Source: an optimization exercise on an open RTL-to-GDS flow (aim: small area, a short achievable clock period and few clock cycles). Production flows keep margins and buffers that such runs may drop.
Only simulation tests tie the RTL to the original design; equivalence was not proved.
Power figures rest on the tool's default switching activity, not on a simulated workload.

==> flow/design.v <==
module rvf_pal_map (
    input  wire [1:0]   width,    
    input  wire [47:0]  pbits,
    input  wire [63:0]  pal,
    output reg  [127:0] blk
);
    integer k;
    reg [2:0] idx;
    always @(*) begin
        blk = 128'd0;
        for (k = 0; k < 16; k = k + 1) begin
            case (width)
                2'd1:    idx = {2'b00, pbits[47 - k]};
                2'd2:    idx = {1'b0, pbits[47 - 2*k -: 2]};
                default: idx = pbits[47 - 3*k -: 3];
            endcase
            blk[8*k +: 8] = pal[8*idx +: 8];
        end
    end
endmodule
module rvf_palette_cache #(
    parameter BYTES = 2,
    parameter SLOTS = 16
) (
    input  wire               clk,
    input  wire               clear,      
    input  wire               add,        
    input  wire [8*BYTES-1:0] wdata,
    input  wire [3:0]         rslot,
    output wire [8*BYTES-1:0] rdata,
    output reg  [4:0]         count
);
    reg [8*BYTES-1:0] slot [0:SLOTS-1];
    reg [3:0]         head;     
    always @(posedge clk) begin
        if (clear) begin
            head  <= 4'd0;
            count <= 5'd0;
        end else if (add) begin
            slot[head] <= wdata;
            head       <= head + 4'd1;
            if (count != SLOTS)
                count <= count + 5'd1;
        end
    end
    assign rdata = slot[rslot];
endmodule
module rvf_block_decoder (
    input  wire         clk,
    input  wire         rst,
    input  wire         start,
    input  wire [15:0]  frame_len,     
    input  wire [12:0]  num_blocks,    
    output wire         idle,
    input  wire         in_valid,
    input  wire [7:0]   in_data,
    output wire         in_ready,
    output wire         out_valid,
    input  wire         out_ready,
    output wire [11:0]  out_pos,
    output wire         out_copy,      
    output wire [127:0] out_data,      
    output reg          done,
    output reg  [2:0]   st_kind,
    output reg  [3:0]   st_cause,
    output reg  [15:0]  st_rpos,
    output reg  [12:0]  st_bpos
);
    localparam K_NONE = 3'd0, K_TRUNC = 3'd1, K_BACKREF = 3'd2;
    localparam C_NONE = 4'd0, C_TRUNC_EXT = 4'd1, C_TRUNC_SEL = 4'd2,
               C_TRUNC_PAL = 4'd3, C_TRUNC_COLOR = 4'd4, C_TRUNC_DATA = 4'd5,
               C_REPEAT_ZERO = 4'd6, C_CACHE_INDEX = 4'd7, C_OVERRUN = 4'd8;
    localparam S_IDLE   = 4'd0,
               S_HDR    = 4'd1,    
               S_EXT    = 4'd2,    
               S_CHECK1 = 4'd3,    
               S_FIX    = 4'd4,    
               S_SEL    = 4'd5,    
               S_CHECK2 = 4'd6,    
               S_DATA   = 4'd7,    
               S_OUT    = 4'd8,    
               S_COMMIT = 4'd9,
               S_DONE   = 4'd10;
    reg [3:0]  state;
    reg [15:0] len;         
    reg [12:0] nb;          
    reg [15:0] rpos;        
    reg [15:0] p;           
    reg [12:0] bpos;        
    reg [3:0]  tag;
    reg [3:0]  lf;
    reg [12:0] count;       
    reg [12:0] j;           
    reg [3:0]  fcnt;        
    reg [4:0]  dcnt;        
    reg [63:0] pal;         
    reg [7:0]  sel;         
    reg [127:0] dbuf;       
    wire hdr_long  = (in_data[7:4] == 4'h1) || (in_data[7:4] == 4'h3) ||
                     (in_data[7:4] == 4'h5) || (in_data[7:4] == 4'h7) ||
                     (in_data[7:4] == 4'hF);
    wire is_skip   = (tag[3:1] == 3'b000);
    wire is_repeat = (tag[3:1] == 3'b001);
    wire is_solid  = (tag[3:2] == 2'b01);
    wire is_pal    = (tag[3] == 1'b1) && (tag[3:1] != 3'b111);
    wire is_cache  = is_pal && tag[0];
    wire is_raw    = (tag[3:1] == 3'b111);
    wire [1:0] pw = is_pal ? (tag[2:1] + 2'd1) : 2'd0;
    reg  [3:0] pal_c;
    reg  [4:0] blk_k;
    always @(*) begin
        case (pw)
            2'd1:    begin pal_c = 4'd2; blk_k = 5'd2; end
            2'd2:    begin pal_c = 4'd4; blk_k = 5'd4; end
            2'd3:    begin pal_c = 4'd8; blk_k = 5'd6; end
            default: begin pal_c = 4'd0; blk_k = is_raw ? 5'd16 : 5'd0; end
        endcase
    end
    reg [3:0] fix_n;
    reg [3:0] fix_cause;
    always @(*) begin
        if (is_solid) begin
            fix_n = 4'd1; fix_cause = C_TRUNC_COLOR;
        end else if (is_cache) begin
            fix_n = 4'd1; fix_cause = C_TRUNC_SEL;
        end else if (is_pal) begin
            fix_n = pal_c; fix_cause = C_TRUNC_PAL;
        end else begin
            fix_n = 4'd0; fix_cause = C_NONE;
        end
    end
    wire [15:0] remain   = len - p;
    wire [13:0] room     = {1'b0, nb} - {1'b0, bpos};
    wire [17:0] need_all = count * blk_k;
    wire [17:0] need_rm  = room * blk_k;
    wire room_fail  = {1'b0, count} > room;
    wire trunc_fail = (blk_k != 5'd0) && (need_all > {2'b00, remain});
    wire overrun_first = room_fail && (!trunc_fail || need_rm <= {2'b00, remain});
    wire [4:0]  cnt2, cnt4, cnt8;
    wire [15:0] rd2;
    wire [31:0] rd4;
    wire [63:0] rd8;
    wire clear_caches = rst || (state == S_IDLE && start);
    wire commit_add   = (state == S_COMMIT) && is_pal && !is_cache;
    rvf_palette_cache #(.BYTES(2)) u_cache2 (
        .clk(clk), .clear(clear_caches), .add(commit_add && pw == 2'd1),
        .wdata(pal[15:0]), .rslot(sel[3:0]), .rdata(rd2), .count(cnt2));
    rvf_palette_cache #(.BYTES(4)) u_cache4 (
        .clk(clk), .clear(clear_caches), .add(commit_add && pw == 2'd2),
        .wdata(pal[31:0]), .rslot(sel[3:0]), .rdata(rd4), .count(cnt4));
    rvf_palette_cache #(.BYTES(8)) u_cache8 (
        .clk(clk), .clear(clear_caches), .add(commit_add && pw == 2'd3),
        .wdata(pal[63:0]), .rslot(sel[3:0]), .rdata(rd8), .count(cnt8));
    reg [4:0] cnt_sel;
    always @(*) begin
        case (pw)
            2'd1:    cnt_sel = cnt2;
            2'd2:    cnt_sel = cnt4;
            default: cnt_sel = cnt8;
        endcase
    end
    wire [127:0] pal_blk;
    rvf_pal_map u_map (
        .width(pw),
        .pbits({dbuf[7:0], dbuf[15:8], dbuf[23:16], dbuf[31:24], dbuf[39:32], dbuf[47:40]}),
        .pal(pal), .blk(pal_blk));
    assign idle      = (state == S_IDLE);
    assign in_ready  = (state == S_HDR) || (state == S_EXT) ||
                       (state == S_FIX) || (state == S_DATA);
    assign out_valid = (state == S_OUT);
    assign out_pos   = bpos[11:0] + j[11:0];
    assign out_copy  = is_repeat;
    assign out_data  = is_raw   ? dbuf :
                       is_solid ? {16{pal[7:0]}} :
                       is_pal   ? pal_blk : 128'd0;
    wire in_fire  = in_valid && in_ready;
    wire out_fire = out_valid && out_ready;
    task fail(input [2:0] kind, input [3:0] cause);
        begin
            st_kind  <= kind;
            st_cause <= cause;
            st_rpos  <= rpos;
            st_bpos  <= bpos;
            state    <= S_DONE;
        end
    endtask
    always @(posedge clk) begin
        if (rst) begin
            state    <= S_IDLE;
            done     <= 1'b0;
            st_kind  <= K_NONE;
            st_cause <= C_NONE;
            st_rpos  <= 16'd0;
            st_bpos  <= 13'd0;
        end else begin
            done <= 1'b0;
            case (state)
                S_IDLE: if (start) begin
                    len  <= frame_len;
                    nb   <= num_blocks;
                    rpos <= 16'd0;
                    p    <= 16'd0;
                    bpos <= 13'd0;
                    if (frame_len == 16'd0) begin
                        st_kind  <= K_NONE;
                        st_cause <= C_NONE;
                        st_rpos  <= 16'd0;
                        st_bpos  <= 13'd0;
                        state    <= S_DONE;
                    end else begin
                        state <= S_HDR;
                    end
                end
                S_HDR: if (in_fire) begin
                    tag   <= in_data[7:4];
                    lf    <= in_data[3:0];
                    count <= {9'd0, in_data[3:0]} + 13'd1;
                    p     <= p + 16'd1;
                    state <= S_EXT;
                    if (!hdr_long)
                        state <= S_CHECK1;
                    else if ({1'b0, p} + 17'd2 > {1'b0, len})
                        fail(K_TRUNC, C_TRUNC_EXT);
                end
                S_EXT: if (in_fire) begin
                    count <= {1'b0, lf, in_data} + 13'd1;
                    p     <= p + 16'd1;
                    state <= S_CHECK1;
                end
                S_CHECK1: begin
                    fcnt <= 4'd0;
                    if (is_repeat && bpos == 13'd0)
                        fail(K_BACKREF, C_REPEAT_ZERO);
                    else if (fix_n != 4'd0 && {12'd0, fix_n} > remain)
                        fail(K_TRUNC, fix_cause);
                    else if (fix_n != 4'd0)
                        state <= S_FIX;
                    else
                        state <= S_CHECK2;
                end
                S_FIX: if (in_fire) begin
                    p <= p + 16'd1;
                    if (is_cache) begin
                        sel   <= in_data;
                        state <= S_SEL;
                    end else begin
                        pal[8*fcnt[2:0] +: 8] <= in_data;
                        fcnt <= fcnt + 4'd1;
                        if (fcnt + 4'd1 == fix_n)
                            state <= S_CHECK2;
                    end
                end
                S_SEL: begin
                    if (sel >= {3'd0, cnt_sel})
                        fail(K_BACKREF, C_CACHE_INDEX);
                    else begin
                        case (pw)
                            2'd1:    pal <= {48'd0, rd2};
                            2'd2:    pal <= {32'd0, rd4};
                            default: pal <= rd8;
                        endcase
                        state <= S_CHECK2;
                    end
                end
                S_CHECK2: begin
                    j    <= 13'd0;
                    dcnt <= 5'd0;
                    if (overrun_first)
                        fail(K_BACKREF, C_OVERRUN);
                    else if (trunc_fail)
                        fail(K_TRUNC, C_TRUNC_DATA);
                    else if (is_skip)
                        state <= S_COMMIT;
                    else if (blk_k != 5'd0)
                        state <= S_DATA;
                    else
                        state <= S_OUT;
                end
                S_DATA: if (in_fire) begin
                    dbuf[8*dcnt[3:0] +: 8] <= in_data;
                    p    <= p + 16'd1;
                    dcnt <= dcnt + 5'd1;
                    if (dcnt + 5'd1 == blk_k)
                        state <= S_OUT;
                end
                S_OUT: if (out_fire) begin
                    j    <= j + 13'd1;
                    dcnt <= 5'd0;
                    if (j + 13'd1 == count)
                        state <= S_COMMIT;
                    else if (blk_k != 5'd0)
                        state <= S_DATA;
                end
                S_COMMIT: begin
                    bpos <= bpos + count;
                    rpos <= p;
                    if (p == len) begin
                        st_kind  <= K_NONE;
                        st_cause <= C_NONE;
                        st_rpos  <= len;
                        st_bpos  <= bpos + count;
                        state    <= S_DONE;
                    end else begin
                        state <= S_HDR;
                    end
                end
                S_DONE: begin
                    done  <= 1'b1;
                    state <= S_IDLE;
                end
                default: state <= S_IDLE;
            endcase
        end
    end
endmodule
==> flow/run.sh <==
#!/bin/bash
# synth_recipe.tcl (not shown) runs the flow's synth.tcl, then flattens the netlist and writes it again
# the make line also repeats each setting of config.mk as NAME=value (left out here)
make -C /OpenROAD-flow-scripts/flow DESIGN_CONFIG=/design/flow/config.mk WORK_HOME=/design/flow/orfs CLKGATE_MAP_FILE= SYNTH_SCRIPT=/design/flow/synth_recipe.tcl finish
==> flow/config.mk <==
export PLATFORM = sky130hd
export DESIGN_NAME = rvf_block_decoder
export DESIGN_NICKNAME = rvf_block_decoder
export VERILOG_FILES = /design/flow/design.v
export SDC_FILE = /design/flow/constraint.sdc
export NUM_CORES = 4
export LEC_CHECK = 0
export CAP_MARGIN = 20
export CORE_MARGIN = 2
export CORE_UTILIZATION = 40
export PLACE_DENSITY = 0.6
export SLEW_MARGIN = 20
==> flow/constraint.sdc <==
create_clock -name core_clock -period 10.0 [get_ports {clk}]
set_input_delay 2.0000 -clock core_clock [delete_from_list [all_inputs] [get_ports {clk}]]
set_output_delay 2.0000 -clock core_clock [all_outputs]
set_load 0.01 [all_outputs]
==> impl_metrics.csv <==
group,metric,value,unit
timing,hold_ws,477.0,ps
job,drv_cap,0,
critical_path,r2r_cells,30,
critical_path,r2r-end,"st_bpos[8]",
timing,fin_crit,8611,ps
synth,yosys-top-cells-area,"edfxtp_1 61%, mux4_2 16%, ha_1 3.0%",
routing,drc_errors,0,
finish,final_cell_area,118100,µm²
timing,rsz0062_at_grt,"no",
synth,synth.top_cell.area_share,61.01,%
synth,syn_area,103800,µm²
finish,fin_cells,10071,
timing,fin_crit_sh,86.11,%
power,p_leak,39.16,nW
clocking,clockBufferDepth,3,
worst_hold_path,hp-class,"reg -> reg",
finish,drive_above_1_share,23.30,%
clocking,cts_resized,0,
routing,viasPerCell,6.204,
synth,synth_common_cells,"2109 x edfxtp_1, 752 x mux4_2, 316 x nor2_1",
timing,setup_viol,0,
clocking,holdBufCountCts,0,
worst_hold_path,min_from,"st_cause[2]",
timing,final.setup_skew,88.88,ps
clocking,cts_root_buf,"clkbuf_16",
finish,fillCellCount,22115,
worst_hold_path,holdPathStages,2,
clocking,path_clk_slew,60,ps
finish,area_growth,13.78,%
routing,dr.pass1.iters,9,
floorplanning,core_area,258800,µm²
synth,synth_edf_count,2109,
routing,top_layer_used,"met5",
run_status,status,"complete, no violations",
clocking,cts_buffers,219,
power,p_per_area,185.0,nW/µm²
routing,drt_iter0_markers,8260,
global_routing,grt_pass1_vias,61830,
placed_design,dpl.cell_count,9640,
worst_hold_path,whs_endpoint,"st_cause[2]",
clocking,clk_latency,910,ps
global_routing,track_usage,23.38,%
timing,slew_headroom,16.05,%
routing,wirelength,313600,µm
synth,synth.distinct_cells,96,
synth,postSynthCellCount,6236,
clocking,htreeDepth,4,
critical_path,cpMaxStageDelayCell,"nor2b_1",
synth,yosysMostFrequentCell,"edfxtp_1",
critical_path,arrival,9280,ps
floorplanning,die_y,513.4,µm
critical_path,worstPathRequired,10670,ps
synth,synth_top_cell_by_area,"edfxtp_1",
critical_path,crit_type,"reg -> reg",
global_routing,overflow,0,
clocking,cts_tree,"done",
global_routing,antenna_found_initial,20,
placed_design,io_buffers,221,
placed_design,hpwl,189100,µm
critical_path,setup.worst_path.start_class,"flop",
placed_design,finalWeightedCongestion,0.9067,
global_routing,grt_pass1_wl,448500,µm
timing,drv_slew,0,
floorplanning,dieWidth,513.4,µm
routing,wl_met1,129000,µm
clocking,clkSinkCount,2180,
power,total_power,0.02184,W
global_routing,grt_max_degree,104,
critical_path,crit_top_cell,"ha_1",
routing,route.met3.wl,30840,µm
timing,fmax,0.1161,GHz
synth,syn_area_per_cell,16.65,µm²
critical_path,crit_path_end_kind,"flop",
floorplanning,start_util,40.11,%
routing,wl_met2,143400,µm
floorplanning,rows,187,
routing,num_vias,62479,
timing,timing.setup.tns,0,ps
placed_design,place_area,110600,µm²
critical_path,max_stage_delay,710,ps
critical_path,reg2reg_from,"tag[1]",
clocking,cts_setup_buffers,0,
timing,finalHoldViolCount,0,
synth,syn_nets,6548,
synth,synth-async-reset-ratio,0,%
synth,synth-seq-area-share,62.38,%
floorplanning,ios,223,
floorplanning,dieArea,263600,µm²
finish,nets,6781,
timing,max_slew.worst_pin.slew,1259,ps
critical_path,reg2reg_slack,1390,ps
power,ir_drop,0.1818,mV
synth,yosys_warnings,5,
synth,synth_ff_type,"edfxtp_1",
routing,wire_per_inst,31.14,µm
critical_path,crit_path_max_fanout,32,
routing,ant_nets,0,
synth,ys_ff_latch,2180,
## how the worst max path moves through the flow
stage	depth (start not counted)	end	start	slack, ps
6_report	30	st_bpos[8]	tag[1]	1390
5_1_grt	29	st_rpos[9]	tag[2]	730
4_1_cts	30	st_rpos[7]	tag[1]	1470
3_5_place_dp	30	st_rpos[7]	tag[1]	1500
3_3_place_gp	30	st_bpos[12]	tag[1]	1670
2_1_floorplan	3	dbuf[0]	rst	1900
## cell type report
type / count / area, µm² / share of cell area (%)
antenna: 8 / 20.02 / 0.01695
clock buffer: 276 / 5754 / 4.872
clock inverter: 137 / 1493 / 1.264
inverter: 149 / 559.3 / 0.4736
multi-input combinational: 3474 / 37220 / 31.51
sequential: 2180 / 64770 / 54.84
tap: 3402 / 4257 / 3.604
timing repair buffer: 445 / 4031 / 3.413
## power by group
part | switching, W | internal, W | leakage [nW]
combinational | 0.00196 | 0.00137 | 16.0
clock | 0.00366 | 0.00461 | 3.52
sequential | 0.000161 | 0.0101 | 19.6
## cells in the final DEF (no fill, tap or decap), types with 104 or more instances in the layout
| master | instances |
|---|---|
| o21a_1 | 145 |
| clkbuf_16 | 219 |
| clkdlybuf4s50_1 | 212 |
| o21ai_0 | 222 |
| nor2_1 | 279 |
| buf_4 | 208 |
| mux2_2 | 104 |
| mux2i_1 | 201 |
| edfxtp_1 | 2109 |
| inv_1 | 149 |
| a21oi_1 | 231 |
| mux4_2 | 752 |
| ha_1 | 242 |
| nand2_1 | 198 |
## cell families (layout without fill, tap and decap cells)
family / after synthesis / in the layout / synth area share [%]
AO/OA/AOI/OAI: 1081 / 1081 / 6.999
XOR/XNOR: 142 / 142 / 1.255
adder cells (fa/ha/maj): 270 / 270 / 3.435
buffers and inverters: 582 / 1007 / 2.249
flip-flops: 2180 / 2180 / 62.38
multiplexers: 1057 / 1057 / 19.38
other: 1 / 9 / 0.003613
AND/OR/NAND/NOR: 923 / 923 / 4.294
## worst max-delay path: cells and delay by family (launching register included)
family	cells	cell delay [ps]
buf+inv	2	440
xor+xnor	1	170
simple gates	8	2810
flops	1	420
compound gates	12	2390
fa+ha+maj	7	2180
## state kept, by name, indices dropped and copies added, names as in the netlist, 16 cells and up, named ones only
name and cells:
u_cache2.slot 256, pal 64, u_cache8.slot 1024, rpos 16
dbuf 128, st_rpos 16, len 16, p 16
u_cache4.slot 512
## layer usage
| layer | up-vias | GRT usage (%) |
|---|---|---|
| li1 | 25768 | - |
| met1 | 32820 | 32.94 |
| met2 | 3281 | 36.16 |
| met3 | 608 | 5.389 |
| met4 | 2 | 7.015 |
| met5 | - | 0.1279 |
## stage by stage
step	setup slack (ps)	util, %
after floorplan	1902	-
after global placement	1666	42.69
after detailed placement	1503	42.75
after CTS	1473	45.55
after global routing	732.9	45.63
final	1389	45.64
Testbench counts, summed over its fixed seeds: cycles 122,657.

-- what the ideal ports hide --
No port has a modelled driver above. Below, the same layout with a new extraction and two added sets of constraints. Step 1: set_driving_cell puts a clkbuf_16 on clk and a buf_2 on each other input, an assumption about the parent block. Step 2 times the ports against the registers' clock, not the clock port: input delays grow and output delays shrink by t, the midpoint of the rising clock arrivals with the driver on. Three values: no drivers, after step 1, after step 2; two values: the first two.
t, ns: 0.962
setup slack, ns: 1.389 / 1.370 / 1.389
worst slew at a driven data input, ns: 0.05
After both steps setup and hold are still met in this run. The setup slack of this run moves by -0.019 ns with the drivers and by 0.000 ns with both steps.
